Background: an optimization exercise with open tools, aiming at small area, a short achievable clock period and few clock cycles. Do not read the settings as production practice.
Function was checked by simulation only, so behaviour that the tests miss may differ from the original.

File: flow/design.v
module pll_solver (
    input  wire        clk,
    input  wire        rst,
    input  wire        start,
    input  wire [31:0] pclk,
    input  wire [31:0] refclk,
    input  wire [7:0]  dpi_lanes,
    input  wire [7:0]  dsi_lanes,
    input  wire [15:0] hsw,
    input  wire [15:0] hbp,
    input  wire [15:0] vsw,
    input  wire [15:0] vbp,
    output wire        ready,
    output reg         done,
    output reg  [2:0]  err,
    output reg         valid,
    output reg  [8:0]  fbd,
    output reg  [3:0]  prd,
    output reg  [1:0]  frs,
    output reg  [31:0] pll_freq,
    output wire [31:0] bitclk,
    output reg  [31:0] target,
    output reg  [31:0] hsync,
    output reg  [16:0] vsync
);
    localparam integer K = 6;    
    localparam integer J = 8;    
    localparam [2:0] ERR_NONE         = 3'd0;
    localparam [2:0] ERR_OUT_OF_RANGE = 3'd1;
    localparam [2:0] ERR_NO_SOLUTION  = 3'd2;
    localparam [2:0] ERR_BAD_CONFIG   = 3'd4;
    localparam [3:0] S_IDLE   = 4'd0;
    localparam [3:0] S_SETUP  = 4'd1;    
    localparam [3:0] S_TDIV1  = 4'd2;    
    localparam [3:0] S_TDIV2  = 4'd3;    
    localparam [3:0] S_TDIVW  = 4'd4;    
    localparam [3:0] S_RANGE  = 4'd5;    
    localparam [3:0] S_QS     = 4'd6;    
    localparam [3:0] S_SEARCH = 4'd7;    
    localparam [3:0] S_SPEC   = 4'd8;    
    localparam [3:0] S_SPECB  = 4'd9;    
    localparam [3:0] S_SPECE  = 4'd10;   
    localparam [3:0] S_FIN    = 4'd11;   
    localparam [1:0] H_IDLE   = 2'd0;
    localparam [1:0] H_MUL    = 2'd1;    
    localparam [1:0] H_DIV    = 2'd2;    
    localparam [1:0] H_DIVW   = 2'd3;    
    reg [3:0] state;
    reg       idle_r;                 
    assign ready  = idle_r;
    assign bitclk = {1'b0, pll_freq[31:1]};
    reg [31:0] c_pclk;
    reg [31:0] c_ref;
    reg [7:0]  c_dpi;
    reg [7:0]  c_dsi;
    reg [24:0] h_a;      
    reg [15:0] h_b;      
    reg [16:0] v_a;      
    reg [15:0] v_b;      
    function [17:0] sdiv_h1;     
        input [3:0]  r0;
        input [13:0] y;
        input [4:0]  v;
        reg   [3:0]  rr;
        reg   [5:0]  t;
        reg   [13:0] q;
        integer i;
        begin
            rr = r0;
            for (i = 13; i >= 0; i = i - 1) begin
                t    = {1'b0, rr, y[i]} - {1'b0, v};
                q[i] = !t[5];
                rr   = t[5] ? {rr[2:0], y[i]} : t[3:0];
            end
            sdiv_h1 = {rr, q};
        end
    endfunction
    function [18:0] sdiv_h2;     
        input [3:0]  r0;
        input [14:0] y;
        input [4:0]  v;
        reg   [3:0]  rr;
        reg   [5:0]  t;
        reg   [14:0] q;
        integer i;
        begin
            rr = r0;
            for (i = 14; i >= 0; i = i - 1) begin
                t    = {1'b0, rr, y[i]} - {1'b0, v};
                q[i] = !t[5];
                rr   = t[5] ? {rr[2:0], y[i]} : t[3:0];
            end
            sdiv_h2 = {rr, q};
        end
    endfunction
    reg  [31:0] dv_r;
    reg  [31:0] dv_z;
    reg  [31:0] dvi_r;
    reg  [31:0] dvi_z;
    reg  [31:0] dvi_v;
    reg  [31:0] dvo_r;
    reg  [31:0] dvo_z;
    always @(*) begin : wide_div
        reg [33:0] t;
        integer k;
        dvo_r = dvi_r;
        dvo_z = dvi_z;
        for (k = 0; k < K; k = k + 1) begin
            t     = {1'b0, dvo_r, dvo_z[31]} - {2'b0, dvi_v};
            dvo_r = t[33] ? {dvo_r[30:0], dvo_z[31]} : t[31:0];
            dvo_z = {dvo_z[30:0], !t[33]};
        end
    end
    reg  [32:0] mu_acc;
    reg  [31:0] mu_b;
    reg  [32:0] mui_acc;
    reg  [31:0] mui_b;
    reg  [31:0] mui_mc;
    wire [32:0] mu_a  [0:J];
    wire [31:0] mu_bb [0:J];
    assign mu_a[0]  = mui_acc;
    assign mu_bb[0] = mui_b;
    genvar gj;
    generate
        for (gj = 0; gj < J; gj = gj + 1) begin : mstep
            wire [33:0] s;
            wire        co;
            pll_rca #(.W(34)) add (
                .a  ({1'b0, mu_a[gj]}),
                .b  (mu_bb[gj][0] ? {2'b0, mui_mc} : 34'd0),
                .ci (1'b0),
                .s  (s),
                .co (co)
            );
            assign mu_a[gj+1]  = s[33:1];
            assign mu_bb[gj+1] = {s[0], mu_bb[gj][31:1]};
        end
    endgenerate
    wire [32:0] muo_acc = mu_a[J];
    wire [31:0] muo_b   = mu_bb[J];
    reg [4:0]  cnt;       
    reg [1:0]  hj;        
    reg [4:0]  hcnt;      
    reg        hj_done;   
    reg        restart;   
    reg  [1:0]  s_frs;
    reg  [3:0]  p;
    reg         p_end;              
    reg  [11:0] q;
    reg  [31:0] r;
    reg         found;
    reg         best_sgn;           
    reg         pv;                 
    reg  [3:0]  pl_p;
    reg  [4:0]  pl_v;               
    reg         pa_ok, pb_ok;
    reg  [8:0]  pa_f, pb_f;         
    reg  [3:0]  pa_r, pb_r;
    reg  [13:0] pa_qh, pb_qh;
    reg  [14:0] pa_yl, pb_yl;
    reg  [11:0] qs;                 
    reg  [31:0] rs;                 
    wire        rz    = (r == 32'd0);
    wire        spec  = (q[11:9] != 3'd0) && !(q == 12'd512 && rz);
    wire        nb_ok = (q[11:1] != 11'd0) || (q[0] && !rz);
    wire [4:0]  pp1   = {1'b0, p} + 5'd1;
    wire [6:0]  fmask = (s_frs == 2'd0) ? 7'd0 : (s_frs == 2'd1) ? 7'd1 :
                        (s_frs == 2'd2) ? 7'd3 : 7'd7;
    wire [6:0]  dm1   = ({3'd0, p} << s_frs) | fmask;           
    wire [31:0] xa    = rz ? 32'd0 : (c_ref - r);
    wire [31:0] ya    = xa >> s_frs;
    wire        a_ovf = ({2'b0, ya[31:29]} >= pp1);
    wire        in_spec = (state == S_SPECB);
    wire [43:0] xb    = in_spec ? {mu_acc[27:0], mu_b[31:16]}
                                : {12'd0, rz ? c_ref : r};
    wire [7:0]  xb_lo = {1'b0, xb[6:0]} + {1'b0, dm1};
    wire [37:0] xb_hi;
    pll_inc #(.W(37)) inc_b (.a(xb[43:7]), .ci(xb_lo[7]), .s(xb_hi));
    wire [44:0] xb1   = {xb_hi, xb_lo[6:0]};
    wire [44:0] yb    = xb1 >> s_frs;
    wire        b_ovf = (yb[44:33] != 12'd0) || (yb[32:29] >= pp1);
    wire [39:0] xprod = {mu_acc[31:0], mu_b[31:24]};
    wire        t_sat = (xprod[39:32] >= c_dsi);
    wire        in_t  = (state == S_TDIV1);
    wire [4:0]  h1_v  = in_t ? c_dsi[4:0] : pp1;
    wire [17:0] h1a   = sdiv_h1(ya[32-1:29] & 4'hF, ya[28:15], pp1);
    wire [17:0] h1b   = sdiv_h1(in_t ? xprod[35:32] : yb[32:29],
                                in_t ? xprod[31:18] : yb[28:15], h1_v);
    wire [8:0]  fa_n  = rz ? (q[8:0] - 9'd1) : q[8:0];
    wire [8:0]  fb_n  = in_spec ? 9'd511 : (rz ? (q[8:0] - 9'd2) : (q[8:0] - 9'd1));
    wire [31:0] rsum, rdif;
    wire        rs_co, rd_co;
    pll_rca #(.W(32)) add_r (.a(r), .b(rs), .ci(1'b0), .s(rsum), .co(rs_co));
    pll_rca #(.W(32)) sub_r (.a(rsum), .b(~c_ref), .ci(1'b1), .s(rdif), .co(rd_co));
    wire        cy    = rs_co | rd_co;              
    wire [31:0] r_n   = cy ? rdif : rsum;
    wire [11:0] q_n   = q + qs + {11'd0, cy};
    wire [29:0] lo_c = (s_frs == 2'd0) ? 30'd500000000 :
                       (s_frs == 2'd1) ? 30'd250000000 :
                       (s_frs == 2'd2) ? 30'd125000000 : 30'd62500000;
    wire [29:0] tgt   = target[29:0];
    wire [29:0] best_d = pll_freq[29:0];
    wire [29:0] wa, wb;                          
    wire        wa_co, wb_co;
    pll_rca #(.W(30)) sub_wa (.a({lo_c[28:0], 1'b0}), .b(~tgt), .ci(1'b1), .s(wa), .co(wa_co));
    pll_rca #(.W(30)) sub_wb (.a(tgt), .b(~lo_c), .ci(1'b1), .s(wb), .co(wb_co));
    wire [18:0] h2a   = sdiv_h2(pa_r, pa_yl, pl_v);
    wire [18:0] h2b   = sdiv_h2(pb_r, pb_yl, pl_v);
    wire [29:0] da    = {1'b0, pa_qh, h2a[14:0]};
    wire [29:0] db    = {1'b0, pb_qh, h2b[14:0]};
    wire        da_lt_wa, wb_lt_db, db_lt_best, da_lt_best, da_lt_db;
    pll_lt #(.W(30)) c0 (.a(da), .b(wa),     .lt(da_lt_wa));
    pll_lt #(.W(30)) c1 (.a(wb), .b(db),     .lt(wb_lt_db));
    pll_lt #(.W(30)) c2 (.a(db), .b(best_d), .lt(db_lt_best));
    pll_lt #(.W(30)) c3 (.a(da), .b(best_d), .lt(da_lt_best));
    pll_lt #(.W(30)) c4 (.a(da), .b(db),     .lt(da_lt_db));
    wire        a_ok     = pa_ok && da_lt_wa;
    wire        b_ok     = pb_ok && !wb_lt_db;
    wire        b_better = b_ok && (!found || db_lt_best);
    wire        a_better = a_ok && (!(found || b_ok) ||
                                    (b_better ? da_lt_db : da_lt_best));
    wire        found_n  = found | a_ok | b_ok;
    wire        exact    = a_ok && (da == 30'd0);
    wire [29:0] c_fin, c_dis;
    wire        c_co;
    pll_rca #(.W(30)) add_c (.a(tgt), .b(best_sgn ? best_d : ~best_d), .ci(~best_sgn),
                             .s(c_fin), .co(c_co));
    wire        upd = (state == S_SEARCH || state == S_SPECE) && pv && (a_better || b_better);
    wire [2:0]  m_n   = h_a[24] ? 3'd4 : (h_a[23:16] != 8'd0) ? 3'd3 :
                        (h_a[15:8] != 8'd0) ? 3'd2 : 3'd1;
    wire [51:0] p_val = (m_n == 3'd4) ? {mu_acc[19:0], mu_b} :
                        (m_n == 3'd3) ? {mu_acc[27:0], mu_b[31:8]} :
                        (m_n == 3'd2) ? {3'd0, mu_acc, mu_b[31:16]} :
                                        {11'd0, mu_acc, mu_b[31:24]};
    wire        h_short = (p_val[51:44] == 8'd0) && (p_val[43:12] < c_pclk);
    reg         hshort;
    wire [16:0] hsum, vsum;
    wire        hs_co, vs_co;
    pll_rca #(.W(17)) add_h (.a(h_a[16:0]), .b({1'b0, h_b}), .ci(1'b0), .s(hsum), .co(hs_co));
    pll_rca #(.W(17)) add_v (.a(v_a), .b({1'b0, v_b}), .ci(1'b0), .s(vsum), .co(vs_co));
    wire        cfg_ok = (c_pclk != 32'd0) && (c_ref != 32'd0) &&
                         (c_dpi != 8'd0) && (c_dsi != 8'd0);
    wire        ge0 = (target >= 32'd1000000000);
    wire        ge1 = (target >= 32'd500000000);
    wire        ge2 = (target >= 32'd250000000);
    wire        ge3 = (target >= 32'd125000000);
    wire        ge4 = (target >= 32'd62500000);
    wire        in0 = !ge0 && ge1;
    wire        in1 = !ge1 && ge2;
    wire        in2 = !ge2 && ge3;
    wire        in3 = !ge3 && ge4;
    wire [1:0]  frs_r = in0 ? 2'd0 : in1 ? 2'd1 : in2 ? 2'd2 : 2'd3;
    wire [29:0] s_val = tgt << frs_r;
    wire [31:0] sv_dif;
    wire        sv_ge_ref;
    pll_rca #(.W(32)) cmp_sv (.a({14'd0, s_val[29:12]}), .b(~c_ref), .ci(1'b1),
                              .s(sv_dif), .co(sv_ge_ref));
    wire        spec_go = (state == S_SEARCH) && spec && !p_end;
    wire        mac     = spec_go || state == S_SPEC;      
    wire        h_last  = (hj == H_DIVW) && (hcnt + K >= (hshort ? 12 : 24));
    always @(*) begin
        dvi_r = dv_r;
        dvi_z = dv_z;
        dvi_v = c_pclk;
        if (state == S_TDIV1) begin
            dvi_r = {25'd0, xprod[39:33]};
            dvi_z = {xprod[32:3], 2'd0};
            dvi_v = {24'd0, c_dsi};
        end else if (state == S_TDIVW) begin
            dvi_v = {24'd0, c_dsi};
        end else if (state == S_RANGE) begin
            dvi_r = {14'd0, s_val[29:12]};
            dvi_z = {s_val[11:0], 20'd0};
            dvi_v = c_ref;
        end else if (state == S_QS) begin
            dvi_v = c_ref;
        end else if (hj == H_DIV) begin
            dvi_r = h_short ? p_val[43:12] : {4'd0, p_val[51:24]};
            dvi_z = h_short ? {p_val[11:0], 20'd0} : {p_val[23:0], 8'd0};
        end
    end
    always @(*) begin
        mui_acc = mu_acc;
        mui_b   = mu_b;
        mui_mc  = {5'd0, c_fin[29:3]};
        if (state == S_SETUP) begin
            mui_acc = 33'd0;
            mui_b   = {24'd0, c_dpi};
            mui_mc  = c_pclk;
        end else if (state == S_TDIV1) begin     
            mui_acc = 33'd0;
            mui_b   = {24'd0, c_dsi};
            mui_mc  = {15'd0, h_a[16:0]};
        end else if (spec_go) begin              
            mui_acc = {1'b0, r};
            mui_b   = {20'd0, q[11:9] - 3'd1, q[8:0]};
            mui_mc  = c_ref;
        end else if (state == S_SPEC) begin
            mui_mc  = c_ref;
        end else if (restart) begin              
            mui_acc = 33'd0;
            mui_b   = {7'd0, h_a};
        end
    end
    always @(posedge clk) begin
        if (rst) begin
            state    <= S_IDLE;
            idle_r <= 1'b1;
            done     <= 1'b0;
            err      <= ERR_NONE;
            valid    <= 1'b0;
            fbd      <= 9'd0;
            prd      <= 4'd0;
            frs      <= 2'd0;
            pll_freq <= 32'd0;
            target   <= 32'd0;
            hsync    <= 32'd0;
            vsync    <= 17'd0;
        end else begin
            done <= 1'b0;
            if (upd) begin
                prd <= pl_p;
                frs <= s_frs;
                if (a_better) begin
                    fbd      <= pa_f;
                    pll_freq <= {2'd0, da};
                end else begin
                    fbd      <= pb_f;
                    pll_freq <= {2'd0, db};
                end
            end
            case (state)
                S_IDLE: begin
                    if (start) begin
                        state  <= S_SETUP;
                        idle_r <= 1'b0;
                    end
                end
                S_SETUP: begin
                    if (!cfg_ok) begin
                        err   <= ERR_BAD_CONFIG;
                        done  <= 1'b1;
                        state <= S_IDLE;
                        idle_r <= 1'b1;
                    end else begin
                        state <= S_TDIV1;
                    end
                end
                S_TDIV1: begin
                    if (t_sat) begin
                        target <= 32'hFFFFFFFF;
                        err    <= ERR_OUT_OF_RANGE;
                        valid  <= 1'b0;
                        done   <= 1'b1;
                        state  <= S_IDLE;
                        idle_r <= 1'b1;
                    end else if (c_dsi <= 8'd16) begin
                        state  <= S_TDIV2;
                    end else begin
                        state  <= S_TDIVW;
                    end
                end
                S_TDIV2: begin
                    target <= {db[28:0], 3'b000};
                    state  <= S_RANGE;
                end
                S_TDIVW: begin
                    if (cnt + K >= 30) begin
                        target <= {dvo_z[28:0], 3'b000};
                        state  <= S_RANGE;
                    end
                end
                S_RANGE: begin
                    if (!(in0 || in1 || in2 || in3)) begin
                        err   <= ERR_OUT_OF_RANGE;
                        valid <= 1'b0;
                        done  <= 1'b1;
                        state <= S_IDLE;
                        idle_r <= 1'b1;
                    end else if (sv_ge_ref) begin
                        err   <= ERR_NO_SOLUTION;
                        valid <= 1'b0;
                        done  <= 1'b1;
                        state <= S_IDLE;
                        idle_r <= 1'b1;
                    end else begin
                        state <= S_QS;
                    end
                end
                S_QS: begin
                    if (cnt + K >= 12)
                        state <= S_SEARCH;
                end
                S_SEARCH: begin
                    if (pv && exact) begin
                        state <= S_FIN;
                    end else if (pv && pl_p == 4'd15) begin
                        if (found_n)
                            state <= S_FIN;
                        else begin
                            err   <= ERR_NO_SOLUTION;
                            valid <= 1'b0;
                            done  <= 1'b1;
                            state <= S_IDLE;
                            idle_r <= 1'b1;
                        end
                    end else if (spec) begin
                        state <= S_SPEC;
                    end
                end
                S_SPEC:  state <= S_SPECB;
                S_SPECB: state <= S_SPECE;
                S_SPECE: begin
                    if (found_n)
                        state <= S_FIN;
                    else begin
                        err   <= ERR_NO_SOLUTION;
                        valid <= 1'b0;
                        done  <= 1'b1;
                        state <= S_IDLE;
                        idle_r <= 1'b1;
                    end
                end
                S_FIN: begin
                    if (!restart && (hj_done || h_last)) begin
                        pll_freq <= {2'd0, c_fin};
                        hsync    <= hj_done ? {8'd0, dv_z[23:0]} : {8'd0, dvo_z[23:0]};    
                        vsync    <= v_a;
                        err      <= ERR_NONE;
                        valid    <= 1'b1;
                        done     <= 1'b1;
                        state    <= S_IDLE;
                        idle_r <= 1'b1;
                    end
                end
                default: begin
                    state  <= S_IDLE;
                    idle_r <= 1'b1;
                end
            endcase
        end
    end
    always @(posedge clk) begin
        pl_p  <= p;
        pl_v  <= h1_v;
        pa_ok <= !spec && !a_ovf;
        pb_ok <= (in_spec || !spec) && !b_ovf && (in_spec || nb_ok);
        pa_f  <= fa_n;
        pb_f  <= fb_n;
        pa_r  <= h1a[17:14];
        pa_qh <= h1a[13:0];
        pa_yl <= ya[14:0];
        pb_r  <= h1b[17:14];
        pb_qh <= h1b[13:0];
        pb_yl <= in_t ? xprod[17:3] : yb[14:0];
        if (upd) begin
            found    <= 1'b1;
            best_sgn <= a_better;
        end else if (pv && (state == S_SEARCH || state == S_SPECE)) begin
            found    <= found_n;
        end
        restart <= upd || (state == S_SPECE && found_n);
        case (state)
            S_IDLE: begin
                c_pclk <= pclk;
                c_ref  <= refclk;
                c_dpi  <= dpi_lanes;
                c_dsi  <= dsi_lanes;
                h_a    <= {9'd0, hsw};
                h_b    <= hbp;
                v_a    <= {1'b0, vsw};
                v_b    <= vbp;
                hj     <= H_IDLE;
                restart <= 1'b0;
            end
            S_SETUP: begin
                h_a    <= {8'd0, hsum};
                v_a    <= vsum;
                mu_acc <= muo_acc;
                mu_b   <= muo_b;
            end
            S_TDIV1: begin
                mu_acc <= muo_acc;
                mu_b   <= muo_b;
                h_a    <= {muo_acc[16:0], muo_b[31:24]};
                dv_r   <= dvo_r;
                dv_z   <= dvo_z;
                cnt    <= K;
            end
            S_TDIVW: begin
                dv_r <= dvo_r;
                dv_z <= dvo_z;
                cnt  <= cnt + K;
            end
            S_RANGE: begin
                s_frs <= frs_r;
                found <= 1'b0;
                p     <= 4'd0;
                p_end <= 1'b0;
                pv    <= 1'b0;
                dv_r  <= dvo_r;
                dv_z  <= dvo_z;
                cnt   <= K;
                hj    <= H_IDLE;
            end
            S_QS: begin
                dv_r <= dvo_r;
                dv_z <= dvo_z;
                cnt  <= cnt + K;
                q    <= dvo_z[11:0];
                r    <= dvo_r;
                qs   <= dvo_z[11:0];
                rs   <= dvo_r;
            end
            S_SEARCH: begin
                pv <= !spec && !p_end;
                if (!spec && !p_end) begin
                    p <= p + 4'd1;
                    q <= q_n;
                    r <= r_n;
                    if (p == 4'd15)
                        p_end <= 1'b1;
                end
            end
            S_SPECB: pv <= 1'b1;
            default: ;
        endcase
        if (mac) begin
            mu_acc  <= muo_acc;
            mu_b    <= muo_b;
            hj      <= H_IDLE;
            hj_done <= 1'b0;
        end else if (state == S_SEARCH || state == S_SPECB || state == S_SPECE || state == S_FIN) begin
            if (restart) begin
                mu_acc  <= muo_acc;
                mu_b    <= muo_b;
                hcnt    <= J;
                hj      <= (m_n == 3'd1) ? H_DIV : H_MUL;
                hj_done <= 1'b0;
            end else begin
                case (hj)
                    H_MUL: begin
                        mu_acc <= muo_acc;
                        mu_b   <= muo_b;
                        hcnt   <= hcnt + J;
                        if (hcnt + J >= {m_n, 3'b000})
                            hj <= H_DIV;
                    end
                    H_DIV: begin
                        dv_r   <= dvo_r;
                        dv_z   <= dvo_z;
                        hshort <= h_short;
                        hcnt   <= K;
                        hj     <= H_DIVW;
                    end
                    H_DIVW: begin
                        dv_r <= dvo_r;
                        dv_z <= dvo_z;
                        hcnt <= hcnt + K;
                        if (hcnt + K >= (hshort ? 12 : 24)) begin
                            hj      <= H_IDLE;
                            hj_done <= 1'b1;
                        end
                    end
                    default: ;
                endcase
            end
        end
    end
endmodule
module pll_rca #(
    parameter integer W = 8
) (
    input  wire [W-1:0] a,
    input  wire [W-1:0] b,
    input  wire         ci,
    output wire [W-1:0] s,
    output wire         co
);
    wire [W:0] c;
    assign c[0] = ci;
    genvar i;
    generate
        for (i = 0; i < W; i = i + 1) begin : bitc
            wire x = a[i] ^ b[i];
            assign s[i]   = x ^ c[i];
            assign c[i+1] = (a[i] & b[i]) | (x & c[i]);
        end
    endgenerate
    assign co = c[W];
endmodule
module pll_inc #(
    parameter integer W = 8
) (
    input  wire [W-1:0] a,
    input  wire         ci,
    output wire [W:0]   s
);
    wire [W:0] c;
    assign c[0] = ci;
    genvar i;
    generate
        for (i = 0; i < W; i = i + 1) begin : bitc
            assign s[i]   = a[i] ^ c[i];
            assign c[i+1] = a[i] & c[i];
        end
    endgenerate
    assign s[W] = c[W];
endmodule
module pll_lt #(
    parameter integer W = 8
) (
    input  wire [W-1:0] a,
    input  wire [W-1:0] b,
    output wire         lt
);
    wire [W:0] l;
    wire [W:0] e;
    assign l[W] = 1'b0;
    assign e[W] = 1'b1;
    genvar i;
    generate
        for (i = W - 1; i >= 0; i = i - 1) begin : bitc
            assign l[i] = l[i+1] | (e[i+1] & ~a[i] & b[i]);
            assign e[i] = e[i+1] & ~(a[i] ^ b[i]);
        end
    endgenerate
    assign lt = l[0];
endmodule
File: flow/run.sh
#!/bin/bash
# synth_recipe.tcl (not shown) runs the flow's synth.tcl, then flattens the netlist and writes it again
# the make line also repeats each setting of config.mk as NAME=value (left out here)
make -C /OpenROAD-flow-scripts/flow DESIGN_CONFIG=/design/flow/config.mk WORK_HOME=/design/flow/orfs CLKGATE_MAP_FILE= SYNTH_SCRIPT=/design/flow/synth_recipe.tcl finish
File: flow/config.mk
export PLATFORM = sky130hd
export DESIGN_NAME = pll_solver
export DESIGN_NICKNAME = pll_solver
export VERILOG_FILES = /design/flow/design.v
export SDC_FILE = /design/flow/constraint.sdc
export NUM_CORES = 4
export LEC_CHECK = 0
export CAP_MARGIN = 20
export CORE_MARGIN = 2
export CORE_UTILIZATION = 40
export SLEW_MARGIN = 20
File: flow/constraint.sdc
create_clock -name core_clock -period 200.0 [get_ports {clk}]
set_input_delay 40.0000 -clock core_clock [delete_from_list [all_inputs] [get_ports {clk}]]
set_output_delay 40.0000 -clock core_clock [all_outputs]
set_load 0.01 [all_outputs]
==> results of run 1 <==
cell type report:
type | instances | area, µm² | area share
Antenna cell | 11 | 27.5 | 0.000339
Clock buffer | 113 | 2320 | 0.0286
Clock inverter | 41 | 614 | 0.00756
Inverter | 605 | 2280 | 0.0280
Multi-Input combinational cell | 7035 | 53800 | 0.662
Sequential cell | 618 | 15000 | 0.184
Tap cell | 2370 | 2970 | 0.0365
Timing Repair Buffer | 468 | 4260 | 0.0525
cells by family after synthesis:
kind of cell | Yosys count
and+or+nand+nor | 2640
AOI/OAI and AO/OA | 2427
adders and majority gates | 1191
buffers and inverters | 1145
DFF | 618
xor gates and xnor gates | 388
muxes | 380
other | 1
cells in the final DEF, fill, tap and decap left out, types with 63 or more instances in the layout:
master,count
a21o_1,208
edfxtp_1,261
o22ai_1,63
a21oi_1,591
nand3_1,156
xnor2_1,254
mux2i_1,183
xor2_1,131
dfxtp_1,354
a31oi_1,94
nand2b_1,101
fa_1,480
nor3_1,114
clkdlybuf4s50_1,302
o21a_1,83
clkbuf_16,86
mux2_2,175
ha_1,679
buf_4,164
o221ai_1,96
o21ai_0,623
a211oi_1,67
nand2_1,949
a22oi_1,63
o211ai_1,97
nor2_1,841
nor2b_1,95
inv_1,590
and2_1,67
nor4_1,68
Yosys cell counts, drive strengths merged, types with 64 or more instances:
library cell	n	area, µm²
a211oi	70	526
a21o	208	1560
a21oi	598	2990
a31oi	95	594
and2	70	438
buf	132	732
clkbuf	408	1530
dfxtp	357	7150
edfxtp	261	7840
fa	480	9610
ha	679	8500
inv	601	2260
mux2	178	2010
mux2i	184	1840
nand2	953	3580
nand2b	103	644
nand3	159	796
nor2	849	3190
nor2b	95	594
nor3	121	606
nor4	74	553
o211ai	97	728
o21a	84	631
o21ai	628	3140
o221ai	97	856
o22ai	64	414
xnor2	256	2240
xor2	132	1160
state kept, by name (all words and copies together) (netlist names), 24 cells and up:
name      count
mu_acc       33
target       30
hsync        24
pll_freq     32
dv_r         32
c_pclk       32
r            32
mu_b         32
rs           32
dv_z         32
h_a          25
c_ref        32
worst max path at each step:
stage	cells after the start	to	slack [ns]
floorplan	6	state[2]	158.73
global placement	5	pll_freq[27]	157.46
detailed placement	5	pll_freq[13]	157.42
CTS	1	target[17]	157.77
global route	1	target[17]	157.73
finish	1	target[17]	157.78
stage by stage:
stage,instances,cell area [µm²],util,setup WS (ns)
4_1_cts,11300,81200,0.448,157.77
3_5_place_dp,11100,78300,0.432,157.42
3_3_place_gp,11100,78300,0.432,157.46
2_1_floorplan,8798,73100,-,158.73
6_report,11300,81300,0.449,157.78
5_1_grt,11300,81300,0.449,157.73
per-layer routing:
metal	part of all wire	track usage	routed length, µm	vias up
li1	-	-	-	31300
met1	0.38	0.419	124000	34200
met2	0.44	0.527	142000	3810
met3	0.091	0.0625	29300	929
met4	0.086	0.242	27900	8
met5	0.00015	0	47	-
==> results.toml, run 1 <==
[status]
outcome = "complete, no violations"

[yosys]
synth.avg_cell_area_um2 = 8.31
yosys.area_share.xor_xnor = 0.0465
synth_compound_area_frac = 0.213
syn-cell-area_um2 = 73100
synthAdderAreaFrac = 0.252
synth_mux_area_frac = 0.0582
synth_warnings = 1
ys_async_sr_fraction = 0
synth_top_family_by_area = "adder cells"
yosysUniqueCellTypes = 98
yosysSeqAreaShare = 0.205
dominantRegCellSynth = "dfxtp_1"
ys_seq_elements = 618
netlist_instances = 8790
synth-edff-count = 261
synthSimpleGateAreaFrac = 0.163

[hold_path]
min_path_type = "reg -> reg"
hold_depth = 2
min_from = "dv_z[30]"
holdPathEnd = "dv_z[30]"

[global_route]
grt_pass1_vias = 66200
grt_usage = 0.337
grt_antenna_before_repair = 17
grt_pass1_wl_um = 461000
gr-total-overflow = 0
grt_max_degree = 97

[clocking]
clockBufferDepth = 3
cts-hold-fix-buffers = 0
cts_resized = 0
clock_sinks = 618
path_clk_slew_ns = 0.05
htree_levels = 3
clk_latency_ns = 0.78
cts_setup_buffers = 0
cts_tree = "done"
ctsRootBufferMaster = "clkbuf_16"
cts_made_buffers = 82

[floorplanning]
coreArea_um2 = 181000
die_area_um2 = 186000
ios = 313
dieWidth_um = 431
die_y_um = 431
placementRows = 156
initial_core_util = 0.403

[worst_setup_path]
r2r_cells = 99
reg2reg_slack_ns = 165.38
cp.buffers_inverters = 1
max_stage_delay_ns = 0.80
end_kind = "primary output"
cp_top_family = "flip-flops"
reg2reg_from = "h_a[16]"
worstPathRequired_ns = 160.00
r2r-end = "r[19]"
path_class = "reg -> out"
cpMaxStageDelayCell = "dfxtp_1"
arrival_ns = 2.22
crit_start = "target[17]"
worstPathCellList = "clkdlybuf4s50_1"
startpoint_type = "flop"
crit_path_max_fanout = 14

[sta]
drv_slew = 0
setup_violations = 0
hold_slack_ns = 0.451
setup-tns-final_ns = 0
slew_headroom = 0.120
worstMarginPinSlew_ns = 1.30
finalCriticalPeriod_ns = 42.22
fin_crit_sh = 0.211
fmax_ghz = 0.0237
fin_skew_ns = 0.0786
hold_viol_final = 0
rsz0062_at_grt = "false"

[route]
postRouteAntennaNets = 0
wl_per_cell_um = 28.7
vias_per_cell = 6.23
drt_wl_total_um = 324000
drtIter0Drc = 8188
firstDrtPassIters = 8
drc = 0
vias = 70200

[layout]
area_delta_synth_final_pct = 11.2
fill_cells = 17900
layout.nets = 10100
drive_above_1_share = 0.0704

[placed_design]
dp_hpwl_um = 259000
io_buffers = 303
place.gp.congestion = 1.06

[run]
cap_violations = 0
Testbench counts, summed over its fixed seeds: cycles 4,380.
==> inputs of run 2 (changes only) <==
--- a/flow/design.v
+++ b/flow/design.v
@@ -51,48 +51,9 @@
     assign bitclk = {1'b0, pll_freq[31:1]};
     reg [31:0] c_pclk;
     reg [31:0] c_ref;
-    reg [7:0]  c_dpi;
     reg [7:0]  c_dsi;
     reg [24:0] h_a;      
-    reg [15:0] h_b;      
     reg [16:0] v_a;      
-    reg [15:0] v_b;      
-    function [17:0] sdiv_h1;     
-        input [3:0]  r0;
-        input [13:0] y;
-        input [4:0]  v;
-        reg   [3:0]  rr;
-        reg   [5:0]  t;
-        reg   [13:0] q;
-        integer i;
-        begin
-            rr = r0;
-            for (i = 13; i >= 0; i = i - 1) begin
-                t    = {1'b0, rr, y[i]} - {1'b0, v};
-                q[i] = !t[5];
-                rr   = t[5] ? {rr[2:0], y[i]} : t[3:0];
-            end
-            sdiv_h1 = {rr, q};
-        end
-    endfunction
-    function [18:0] sdiv_h2;     
-        input [3:0]  r0;
-        input [14:0] y;
-        input [4:0]  v;
-        reg   [3:0]  rr;
-        reg   [5:0]  t;
-        reg   [14:0] q;
-        integer i;
-        begin
-            rr = r0;
-            for (i = 14; i >= 0; i = i - 1) begin
-                t    = {1'b0, rr, y[i]} - {1'b0, v};
-                q[i] = !t[5];
-                rr   = t[5] ? {rr[2:0], y[i]} : t[3:0];
-            end
-            sdiv_h2 = {rr, q};
-        end
-    endfunction
     reg  [31:0] dv_r;
     reg  [31:0] dv_z;
     reg  [31:0] dvi_r;
@@ -156,8 +117,8 @@
     reg         pa_ok, pb_ok;
     reg  [8:0]  pa_f, pb_f;         
     reg  [3:0]  pa_r, pb_r;
-    reg  [13:0] pa_qh, pb_qh;
-    reg  [14:0] pa_yl, pb_yl;
+    reg  [12:0] pa_qh, pb_qh;
+    reg  [15:0] pa_yl, pb_yl;
     reg  [11:0] qs;                 
     reg  [31:0] rs;                 
     wire        rz    = (r == 32'd0);
@@ -183,9 +144,13 @@
     wire        t_sat = (xprod[39:32] >= c_dsi);
     wire        in_t  = (state == S_TDIV1);
     wire [4:0]  h1_v  = in_t ? c_dsi[4:0] : pp1;
-    wire [17:0] h1a   = sdiv_h1(ya[32-1:29] & 4'hF, ya[28:15], pp1);
-    wire [17:0] h1b   = sdiv_h1(in_t ? xprod[35:32] : yb[32:29],
-                                in_t ? xprod[31:18] : yb[28:15], h1_v);
+    wire [3:0]  h1a_r, h1b_r;
+    wire [12:0] h1a_q, h1b_q;
+    pll_sdiv #(.N(13)) sd1a (.r0({1'b0, ya[31:29]}), .y(ya[28:16]), .v(pp1),
+                             .q(h1a_q), .r(h1a_r));
+    pll_sdiv #(.N(13)) sd1b (.r0(in_t ? xprod[35:32] : yb[32:29]),
+                             .y(in_t ? xprod[31:19] : yb[28:16]), .v(h1_v),
+                             .q(h1b_q), .r(h1b_r));
     wire [8:0]  fa_n  = rz ? (q[8:0] - 9'd1) : q[8:0];
     wire [8:0]  fb_n  = in_spec ? 9'd511 : (rz ? (q[8:0] - 9'd2) : (q[8:0] - 9'd1));
     wire [31:0] rsum, rdif;
@@ -204,10 +169,12 @@
     wire        wa_co, wb_co;
     pll_rca #(.W(30)) sub_wa (.a({lo_c[28:0], 1'b0}), .b(~tgt), .ci(1'b1), .s(wa), .co(wa_co));
     pll_rca #(.W(30)) sub_wb (.a(tgt), .b(~lo_c), .ci(1'b1), .s(wb), .co(wb_co));
-    wire [18:0] h2a   = sdiv_h2(pa_r, pa_yl, pl_v);
-    wire [18:0] h2b   = sdiv_h2(pb_r, pb_yl, pl_v);
-    wire [29:0] da    = {1'b0, pa_qh, h2a[14:0]};
-    wire [29:0] db    = {1'b0, pb_qh, h2b[14:0]};
+    wire [3:0]  h2a_r, h2b_r;
+    wire [15:0] h2a_q, h2b_q;
+    pll_sdiv #(.N(16)) sd2a (.r0(pa_r), .y(pa_yl), .v(pl_v), .q(h2a_q), .r(h2a_r));
+    pll_sdiv #(.N(16)) sd2b (.r0(pb_r), .y(pb_yl), .v(pl_v), .q(h2b_q), .r(h2b_r));
+    wire [29:0] da    = {1'b0, pa_qh, h2a_q};
+    wire [29:0] db    = {1'b0, pb_qh, h2b_q};
     wire        da_lt_wa, wb_lt_db, db_lt_best, da_lt_best, da_lt_db;
     pll_lt #(.W(30)) c0 (.a(da), .b(wa),     .lt(da_lt_wa));
     pll_lt #(.W(30)) c1 (.a(wb), .b(db),     .lt(wb_lt_db));
@@ -236,6 +203,9 @@
     reg         hshort;
     wire [16:0] hsum, vsum;
     wire        hs_co, vs_co;
+    wire [15:0] h_b   = dv_z[15:0];
+    wire [15:0] v_b   = dv_z[31:16];
+    wire [7:0]  c_dpi = mu_b[7:0];
     pll_rca #(.W(17)) add_h (.a(h_a[16:0]), .b({1'b0, h_b}), .ci(1'b0), .s(hsum), .co(hs_co));
     pll_rca #(.W(17)) add_v (.a(v_a), .b({1'b0, v_b}), .ci(1'b0), .s(vsum), .co(vs_co));
     wire        cfg_ok = (c_pclk != 32'd0) && (c_ref != 32'd0) &&
@@ -285,7 +255,7 @@
         mui_mc  = {5'd0, c_fin[29:3]};
         if (state == S_SETUP) begin
             mui_acc = 33'd0;
-            mui_b   = {24'd0, c_dpi};
+            mui_b   = {24'd0, mu_b[7:0]};
             mui_mc  = c_pclk;
         end else if (state == S_TDIV1) begin     
             mui_acc = 33'd0;
@@ -447,12 +417,12 @@
         pb_ok <= (in_spec || !spec) && !b_ovf && (in_spec || nb_ok);
         pa_f  <= fa_n;
         pb_f  <= fb_n;
-        pa_r  <= h1a[17:14];
-        pa_qh <= h1a[13:0];
-        pa_yl <= ya[14:0];
-        pb_r  <= h1b[17:14];
-        pb_qh <= h1b[13:0];
-        pb_yl <= in_t ? xprod[17:3] : yb[14:0];
+        pa_r  <= h1a_r;
+        pa_qh <= h1a_q;
+        pa_yl <= ya[15:0];
+        pb_r  <= h1b_r;
+        pb_qh <= h1b_q;
+        pb_yl <= in_t ? xprod[18:3] : yb[15:0];
         if (upd) begin
             found    <= 1'b1;
             best_sgn <= a_better;
@@ -464,12 +434,11 @@
             S_IDLE: begin
                 c_pclk <= pclk;
                 c_ref  <= refclk;
-                c_dpi  <= dpi_lanes;
+                mu_b   <= {24'd0, dpi_lanes};
                 c_dsi  <= dsi_lanes;
                 h_a    <= {9'd0, hsw};
-                h_b    <= hbp;
+                dv_z   <= {vbp, hbp};
                 v_a    <= {1'b0, vsw};
-                v_b    <= vbp;
                 hj     <= H_IDLE;
                 restart <= 1'b0;
             end
@@ -568,6 +537,30 @@
         end
     end
 endmodule
+module pll_sdiv #(
+    parameter integer N = 8
+) (
+    input  wire [3:0]   r0,
+    input  wire [N-1:0] y,
+    input  wire [4:0]   v,
+    output wire [N-1:0] q,
+    output wire [3:0]   r
+);
+    wire [3:0] rs [0:N];
+    assign rs[0] = r0;
+    genvar i;
+    generate
+        for (i = 0; i < N; i = i + 1) begin : st
+            wire [4:0] t = {rs[i], y[N-1-i]};
+            wire [4:0] d;
+            wire       ge;
+            pll_rca #(.W(5)) sub (.a(t), .b(~v), .ci(1'b1), .s(d), .co(ge));
+            assign q[N-1-i] = ge;
+            assign rs[i+1]  = ge ? d[3:0] : t[3:0];
+        end
+    endgenerate
+    assign r = rs[N];
+endmodule
 module pll_rca #(
     parameter integer W = 8
 ) (
==> run 2 against run 1 <==
Non-clock buffer count increased by 13. Via count decreased by 7.1%. Cell area decreased by 5.3%. Critical path depth unchanged. Routed wire length decreased by 1.7%. Clock skew about the same. Sequential share of layout area decreased by 0.54 points. Clock-buffer cell count decreased by 14. Synthesized cell count decreased by 8.2%. Cell count decreased by 7.1%. Area after synthesis decreased by 5.8%. Critical path type unchanged.
==> results.toml, run 2 <==
[yosys]
synth_top_area_frac = 0.172
synthAdderAreaFrac = 0.269
synth_compound_area_frac = 0.206
yosys.cell_count.top_type = "nor2_1"
synth_warnings = 3
ys_top_cells_by_count = "nor2_1, nand2_1, inv_1"
synth_top_area_cell = "fa_1"
dominantRegCellSynth = "dfxtp_1"
ys_async_sr_fraction = 0
yosysUniqueCellTypes = 101
synthSimpleGateAreaFrac = 0.146
yosysSeqAreaShare = 0.200
synth_top_family_by_area = "adder cells"
yosys.area_share.xor_xnor = 0.0383
netlist_instances = 8072
synth_mux_area_frac = 0.0764
synthTopCellsByArea = "fa_1, dfxtp_1, edfxtp_1, ha_1, a21oi_1"
syn-cell-area_um2 = 68800
synth-edff-count = 221
ys_seq_elements = 578
synth.avg_cell_area_um2 = 8.52

[global_route]
grt_usage = 0.357
grt_pass1_vias = 62000
grt_util_met2 = 0.543
grt_antenna_before_repair = 23
grt_pass1_wl_um = 450000
busiest_layer = "met2"
grt_max_degree = 75
gr-total-overflow = 0
grt_use_met1 = 0.438
grtUsageMet3 = 0.0802

[worst_setup_path]
arrival_ns = 2.24
path_class = "reg -> out"
worstPathCellList = "clkdlybuf4s50_1"
startpoint_type = "flop"
crit_path_max_fanout = 14
cp.buffers_inverters = 1
end_kind = "primary output"
cp_top_family = "flip-flops"
max_stage_delay_ns = 0.77
r2r_cells = 109
cpMaxStageDelayCell = "dfxtp_1"
worstPathRequired_ns = 160.00
reg2reg_slack_ns = 164.80
path_depth = 1

[route]
wl_per_cell_um = 30.4
vias_per_cell = 6.23
drtIter0Drc = 8084
postRouteAntennaNets = 0
drc = 0
firstDrtPassIters = 7
drt_wl_total_um = 318000
vias = 65200

[sta]
slew_headroom = 0.0733
setup_violations = 0
setup-tns-final_ns = 0
fin_crit_sh = 0.211
fin_skew_ns = 0.0785
rsz0062_at_grt = "false"
hold_viol_final = 0
finalCriticalPeriod_ns = 42.24
fmax_ghz = 0.0237
hold_slack_ns = 0.454
worstMarginPinSlew_ns = 1.38
drv_slew = 0

[layout]
largest_reg_flops = 33
final_cell_mix = "nor2_1, nand2_1, inv_1"
final_area_um2 = 77000
top_register = "mu_acc"
fill_cells = 16900
final_common_cell = "nor2_1"
layout.nets = 9405
area_delta_synth_final_pct = 11.9
drive_above_1_share = 0.0838

[clocking]
clockBufferDepth = 3
cts-hold-fix-buffers = 0
ctsRootBufferMaster = "clkbuf_16"
clk_latency_ns = 0.75
path_clk_slew_ns = 0.06
htree_levels = 3
cts_tree = "done"
cts_made_buffers = 76
cts_resized = 0
cts_setup_buffers = 0
clock_sinks = 578

[floorplanning]
die_y_um = 419
placementRows = 152
dieWidth_um = 419
ios = 313
coreArea_um2 = 171000
initial_core_util = 0.402
die_area_um2 = 175000

[placed_design]
place.gp.congestion = 1.11
dp_hpwl_um = 260000
place_area_um2 = 74200
io_buffers = 303

[run]
cap_violations = 0

[hold_path]
min_path_type = "reg -> reg"
hold_depth = 2

[status]
outcome = "complete, no violations"
-- run 2: cell count changes after synthesis, moves of 74 or more --
cell	previous run	this run
nand2_1	952	759
ha_1	679	509
o21ai_0	625	490
fa_1	480	592
a21o_1	208	132
a211oi_1	70	144
-- run 2: worst reg2reg max path, delay by kind of cell (launching register included) --
kind | cells | cell delay, ns
fa+ha+maj | 67 | 21.61
compound gates | 21 | 7.80
mux | 14 | 3.34
simple gates | 4 | 0.88
buf+inv | 3 | 0.83
flops | 1 | 0.67
-- run 2: logic make-up (layout without fill, tap and decap cells) --
logic type      after synthesis  after routing
compound gates             2208           2208
other cells                   1             18
flops                       578            578
xor+xnor                    301            301
buf+inv                    1117           1257
fa+ha+maj                  1131           1131
mux                         484            484
simple gates               2252           2252
-- run 2: routing by layer --
| metal | up-vias | part of all wire | wire [µm] |
|---|---|---|---|
| li1 | 28700 | - | - |
| met1 | 31900 | 0.37 | 119000 |
| met2 | 3686 | 0.43 | 137000 |
| met3 | 958 | 0.10 | 31900 |
| met4 | 10 | 0.094 | 30100 |
| met5 | - | 0.00017 | 53 |
-- run 2: per-stage QoR --
step | instances | utilization | setup slack [ns]
floorplan | 8080 | - | 158.93
global placement | 10300 | 0.434 | 158.15
detailed placement | 10300 | 0.434 | 158.18
CTS | 10500 | 0.450 | 157.73
global route | 10500 | 0.450 | 157.74
finish | 10500 | 0.450 | 157.76
-- run 2: worst paths after layout --
| check | to | startpoint |
|---|---|---|
| worst max-delay path | target[23] | target[23] |
| worst max register to register | pb_r[0] | s_frs[0] |
| worst min register to register | err[1] | err[1] |
| worst min-delay path | err[1] | err[1] |
-- run 2: area by class of cell --
class | count | area (µm²) | share of cell area
multi-input cells | 6385 | 50900 | 0.661
repair buffers | 481 | 4370 | 0.0567
clock inverters | 42 | 634 | 0.00824
inverters | 635 | 2390 | 0.0310
clock buffers | 99 | 2080 | 0.0270
well taps | 2233 | 2790 | 0.0363
flip-flops and latches | 578 | 13800 | 0.179
diodes | 9 | 22.5 | 0.000292
Testbench counts of run 2, summed over its fixed seeds: cycles 4,380.
==> inputs of run 3 (changes only) <==
--- a/flow/design.v
+++ b/flow/design.v
@@ -199,7 +199,10 @@
                         (m_n == 3'd3) ? {mu_acc[27:0], mu_b[31:8]} :
                         (m_n == 3'd2) ? {3'd0, mu_acc, mu_b[31:16]} :
                                         {11'd0, mu_acc, mu_b[31:24]};
-    wire        h_short = (p_val[51:44] == 8'd0) && (p_val[43:12] < c_pclk);
+    wire [31:0] hs_d;
+    wire        hs_ge;
+    pll_rca #(.W(32)) cmp_hs (.a(p_val[43:12]), .b(~c_pclk), .ci(1'b1), .s(hs_d), .co(hs_ge));
+    wire        h_short = (p_val[51:44] == 8'd0) && !hs_ge;
     reg         hshort;
     wire [16:0] hsum, vsum;
     wire        hs_co, vs_co;
@@ -210,11 +213,13 @@
     pll_rca #(.W(17)) add_v (.a(v_a), .b({1'b0, v_b}), .ci(1'b0), .s(vsum), .co(vs_co));
     wire        cfg_ok = (c_pclk != 32'd0) && (c_ref != 32'd0) &&
                          (c_dpi != 8'd0) && (c_dsi != 8'd0);
-    wire        ge0 = (target >= 32'd1000000000);
-    wire        ge1 = (target >= 32'd500000000);
-    wire        ge2 = (target >= 32'd250000000);
-    wire        ge3 = (target >= 32'd125000000);
-    wire        ge4 = (target >= 32'd62500000);
+    wire        ge0, ge1, ge2, ge3, ge4;
+    wire [31:0] gd0, gd1, gd2, gd3, gd4;
+    pll_rca #(.W(32)) cmp_g0 (.a(target), .b(~32'd1000000000), .ci(1'b1), .s(gd0), .co(ge0));
+    pll_rca #(.W(32)) cmp_g1 (.a(target), .b(~32'd500000000),  .ci(1'b1), .s(gd1), .co(ge1));
+    pll_rca #(.W(32)) cmp_g2 (.a(target), .b(~32'd250000000),  .ci(1'b1), .s(gd2), .co(ge2));
+    pll_rca #(.W(32)) cmp_g3 (.a(target), .b(~32'd125000000),  .ci(1'b1), .s(gd3), .co(ge3));
+    pll_rca #(.W(32)) cmp_g4 (.a(target), .b(~32'd62500000),   .ci(1'b1), .s(gd4), .co(ge4));
     wire        in0 = !ge0 && ge1;
     wire        in1 = !ge1 && ge2;
     wire        in2 = !ge2 && ge3;
==> run 3 against run 2 <==
Register-to-register slack lost 2.0 ns. Largest cell class unchanged. Core utilization grew 0.15 points. Worst setup slack gained 0.014 ns. Critical endpoint is now target[24]. Maximum frequency is essentially flat. Global-route usage shrank 0.80 points. Cell area shrank 1.8%. Clock skew shrank 0.022 ns. First-iteration DRC count shrank 13%. Clock-buffer cell count grew 8.
==> results.toml, run 3 <==
[global_route]
grt_antenna_before_repair = 37
grt_usage = 0.349
grt_pass1_vias = 59700
grt_max_degree = 81
grt_pass1_wl_um = 436000
gr-total-overflow = 0

[clocking]
cts-hold-fix-buffers = 0
cts_resized = 0
ctsRootBufferMaster = "clkbuf_16"
clock_sinks = 578
htree_levels = 3
cts_setup_buffers = 0
path_clk_slew_ns = 0.06
clockBufferDepth = 3
cts_tree = "done"
clk_latency_ns = 0.77
cts_made_buffers = 77

[worst_setup_path]
crit_path_max_fanout = 10
path_class = "reg -> out"
worstPathRequired_ns = 160.00
startpoint_type = "flop"
worstPathCellList = "clkdlybuf4s50_1"
cp_top_family = "flip-flops"
end_kind = "primary output"
cpMaxStageDelayCell = "dfxtp_1"
cp.buffers_inverters = 1
arrival_ns = 2.22
max_stage_delay_ns = 0.76

[route]
firstDrtPassIters = 6
wl_per_cell_um = 30.0
drt_wl_total_um = 307000
postRouteAntennaNets = 0
drtIter0Drc = 7040
drc = 0
vias = 62600
vias_per_cell = 6.11

[layout]
fill_cells = 16400
largest_reg_flops = 33
fin_cells = 10200
final_common_cell = "nor2_1"
regArea_um2 = 13800
drive_above_1_share = 0.0793
multi_input_area_um2 = 49600
layout.nets = 9199
final_cell_mix = "nor2_1, nand2_1, inv_1"
top_register = "mu_acc"
area_delta_synth_final_pct = 11.9

[sta]
worstMarginPinSlew_ns = 1.26
setup_violations = 0
fin_crit_sh = 0.211
rsz0062_at_grt = "false"
hold_viol_final = 0
fmax_ghz = 0.0237
fin_skew_ns = 0.0565
hold_slack_ns = 0.454
slew_headroom = 0.139
finalCriticalPeriod_ns = 42.22
drv_slew = 0
setup-tns-final_ns = 0

[yosys]
yosysSeqAreaShare = 0.204
synthTopCellsByArea = "fa_1, dfxtp_1, edfxtp_1, ha_1, mux2i_1"
netlist_instances = 7877
synth-edff-count = 221
synth_top_area_frac = 0.175
ys_async_sr_fraction = 0
synth.avg_cell_area_um2 = 8.59
synth_top_area_cell = "fa_1"
dominantRegCellSynth = "dfxtp_1"
yosysUniqueCellTypes = 95
yosys.cell_count.top_type = "nor2_1"
synth_warnings = 3
ys_top_cells_by_count = "nor2_1, nand2_1, a21oi_1"
ys_seq_elements = 578
syn-cell-area_um2 = 67600

[placed_design]
io_buffers = 303
place.gp.congestion = 1.05
dp_hpwl_um = 251000
dp.cells = 10100

[run]
cap_violations = 0

[floorplanning]
initial_core_util = 0.404
coreArea_um2 = 168000
ios = 313
placementRows = 150
die_area_um2 = 172000
die_y_um = 415
dieWidth_um = 415

[status]
outcome = "complete, no violations"

[hold_path]
min_path_type = "reg -> reg"
run 3: layout make-up:
cell class              count  share of cell area
diodes                     26            0.000860
clock buffers             107              0.0295
clock inverters            36             0.00609
inverters                 640              0.0318
multi-input cells        6174               0.655
flip-flops and latches    578               0.182
well taps                2204              0.0365
repair buffers            481              0.0577
run 3: stage by stage:
step / cell area, µm² / util / worst slack (ns)
2_1_floorplan: 67700 / - / 158.92
3_3_place_gp: 72900 / 0.435 / 158.25
3_5_place_dp: 72900 / 0.435 / 158.22
4_1_cts: 75600 / 0.451 / 157.79
5_1_grt: 75600 / 0.451 / 157.72
6_report: 75700 / 0.451 / 157.78
run 3: worst paths after layout:
kind,startpoint,endpoint,slack [ns],cells past startpoint
worst max-delay path,target[24],target[24],157.78,1
worst min-delay path,hsync[11],hsync[11],0.45,2
worst max register to register,s_frs[1],pb_r[0],162.80,110
worst min register to register,hsync[11],hsync[11],0.45,2
run 3: kinds of logic (layout without fill, tap and decap cells):
family,after synthesis,count (layout),share of synthesized area
buffers and inverters,1133,1264,0.0672
adders and majority gates,1145,1145,0.276
DFF,578,578,0.204
and+or+nand+nor,2173,2173,0.142
muxes,564,564,0.0888
AOI/OAI and AO/OA,1981,1981,0.183
other,1,35,0.0000554
xor gates and xnor gates,302,302,0.0391
run 3: routing by layer:
layer / share of wire / vias up / global-route usage
li1: - / 27700 / -
met1: 0.40 / 30900 / 0.440
met2: 0.44 / 3161 / 0.545
met3: 0.084 / 840 / 0.0680
met4: 0.077 / 10 / 0.227
met5: 0.00024 / - / 0
Testbench counts of run 3, summed over its fixed seeds: cycles 4,380.
==> inputs of run 4 (changes only) <==
--- a/flow/config.mk
+++ b/flow/config.mk
@@ -8,4 +8,5 @@
 export CAP_MARGIN = 20
 export CORE_MARGIN = 2
 export CORE_UTILIZATION = 40
+export CTS_BUF_LIST = sky130_fd_sc_hd__clkbuf_8
 export SLEW_MARGIN = 20
==> run 4 against run 3 <==
Register-to-register slack got worse by 0.02 ns. Routed wire length decreased by 0.20%. Cell count increased by 0.61%. Critical path type unchanged. Highest routed layer unchanged.
==> results.toml, run 4 <==
[floorplanning]
placementRows = 150
die_y_um = 415
coreArea_um2 = 168000
initial_core_util = 0.404
die_area_um2 = 172000
dieWidth_um = 415
ios = 313

[global_route]
grt_pass1_vias = 59900
grt_util_met2 = 0.545
busiest_layer = "met2"
gr-total-overflow = 0
grtUsageMet3 = 0.0755
grt_pass1_wl_um = 435000
grt_antenna_before_repair = 36
grt_use_met1 = 0.434
grt_max_degree = 81
grt_usage = 0.348

[sta]
drv_slew = 0
setup_violations = 0
hold_viol_final = 0
worstMarginPinSlew_ns = 1.26
finalCriticalPeriod_ns = 42.37
fin_crit_sh = 0.212
fin_skew_ns = 0.0997
fmax_ghz = 0.0236
rsz0062_at_grt = "false"
setup-tns-final_ns = 0
slew_headroom = 0.153

[worst_setup_path]
crit_path_max_fanout = 14
worstPathCellList = "clkdlybuf4s50_1"
cp_top_family = "flip-flops"
max_stage_delay_ns = 0.73
cp.buffers_inverters = 1
startpoint_type = "flop"
cpMaxStageDelayCell = "dfxtp_1"
worstPathRequired_ns = 160.00
arrival_ns = 2.37
end_kind = "primary output"
path_class = "reg -> out"

[hold_path]
min_path_type = "reg -> reg"

[layout]
area_delta_synth_final_pct = 11.6
final_area_um2 = 75500
final_cell_mix = "nor2_1, nand2_1, inv_1"
top_register = "mu_acc"
drive_above_1_share = 0.0856
final_common_cell = "nor2_1"
layout.nets = 9233
largest_reg_flops = 33

[clocking]
cts_setup_buffers = 0
cts_tree = "done"
cts_made_buffers = 111
clk_latency_ns = 0.96
cts-hold-fix-buffers = 0
path_clk_slew_ns = 0.06
ctsRootBufferMaster = "clkbuf_8"
clockBufferDepth = 3
clock_sinks = 578
cts_resized = 0
htree_levels = 3

[run]
cap_violations = 0

[route]
vias_per_cell = 6.07
firstDrtPassIters = 6
drtIter0Drc = 6666
vias = 62600
postRouteAntennaNets = 0
wl_per_cell_um = 29.8
drt_wl_total_um = 307000
drc = 0

[yosys]
synth_top_area_frac = 0.175
ys_top_cells_by_count = "nor2_1, nand2_1, a21oi_1"
ys_async_sr_fraction = 0
yosysUniqueCellTypes = 95
syn-cell-area_um2 = 67600
synthTopCellsByArea = "fa_1, dfxtp_1, edfxtp_1, ha_1, mux2i_1"
yosys.cell_count.top_type = "nor2_1"
synth.avg_cell_area_um2 = 8.59
synth-edff-count = 221
synth_warnings = 3
netlist_instances = 7877
synth_top_area_cell = "fa_1"
yosysSeqAreaShare = 0.204
ys_seq_elements = 578
dominantRegCellSynth = "dfxtp_1"

[placed_design]
place_area_um2 = 72900
dp_hpwl_um = 251000
place.gp.congestion = 1.05
io_buffers = 303

[status]
outcome = "complete, no violations"
==> run 4: cell counts after synthesis <==
No cell type changed its count.
==> run 4: final timing paths <==
| kind | slack (ns) | from | depth (start not counted) | end |
|---|---|---|---|---|
| min reg2reg | 0.46 | vsync[16] | 2 | vsync[16] |
| min | 0.46 | vsync[16] | 2 | vsync[16] |
| max | 157.63 | target[20] | 1 | target[20] |
| max reg2reg | 162.78 | s_frs[0] | 109 | pb_r[3] |
==> run 4: layer usage <==
layer / part of all wire / routed length, µm
met4: 0.077 / 23500
met5: 0.00043 / 133
met3: 0.085 / 26000
met2: 0.44 / 136000
met1: 0.40 / 122000
==> run 4: layout make-up <==
cell class                      instances  area, µm²
Fill cell                           16500      92100
Multi-Input combinational cell       6174      49600
Sequential cell                       578      13800
Timing Repair Buffer                  481       4370
Tap cell                             2204       2760
Inverter                              640       2400
Clock buffer                          138       1900
Clock inverter                         73        622
Antenna cell                           21       52.6
==> run 4: logic make-up (layout without fill, tap and decap cells) <==
family                     Yosys count  after routing  share of synthesized area
and+or+nand+nor                   2173           2173                      0.142
AOI/OAI and AO/OA                 1981           1981                      0.183
adders and majority gates         1145           1145                      0.276
buffers and inverters             1133           1332                     0.0672
DFF                                578            578                      0.204
muxes                              564            564                     0.0888
xor gates and xnor gates           302            302                     0.0391
other                                1             30                  0.0000554
==> run 4: stage by stage <==
| stage | cells | utilization | hold slack [ns] | worst slack (ns) |
|---|---|---|---|---|
| floorplan | 7885 | - | 0.346 | 158.92 |
| global placement | 10100 | 0.435 | 0.444 | 158.25 |
| detailed placement | 10100 | 0.435 | 0.449 | 158.22 |
| CTS | 10300 | 0.450 | 0.457 | 157.57 |
| global route | 10300 | 0.450 | 0.468 | 157.54 |
| finish | 10300 | 0.450 | 0.456 | 157.63 |
==> run 4: worst min-delay path, cell delays in order, from the launching register on <==
cell and delay, ns:
dfxtp_1 0.31, nand2_1 0.05, a21oi_1 0.05

port drivers added, routing unchanged:
No port has a modelled driver above. Below, the same layouts with a new extraction and two added sets of constraints.
Step 1 assumes that a clkbuf_16 drives the clock port and a buf_2 every other input.
Step 2 also shifts input and output timing later by t, the mid clock arrival at the registers, as if the neighbouring blocks saw the same clock.
Slacks: no drivers / after step 1 / after step 2; pairs: no drivers / after step 1.
run	shift t [ns]	slack for setup (ns)	worst data-port slew with drivers (ns)
run 1	0.841	157.778 / 157.678 / 157.435	0.07
run 2	0.797	157.762 / 157.681 / 158.126	0.13
run 3	0.831	157.776 / 157.689 / 158.080	0.11
run 4	0.996	157.630 / 157.541 / 158.097	0.13
After both steps setup and hold are still met in every run listed. The setup slack of run 1, which loses most, moves by -0.100 ns with the drivers and by -0.343 ns with both steps.
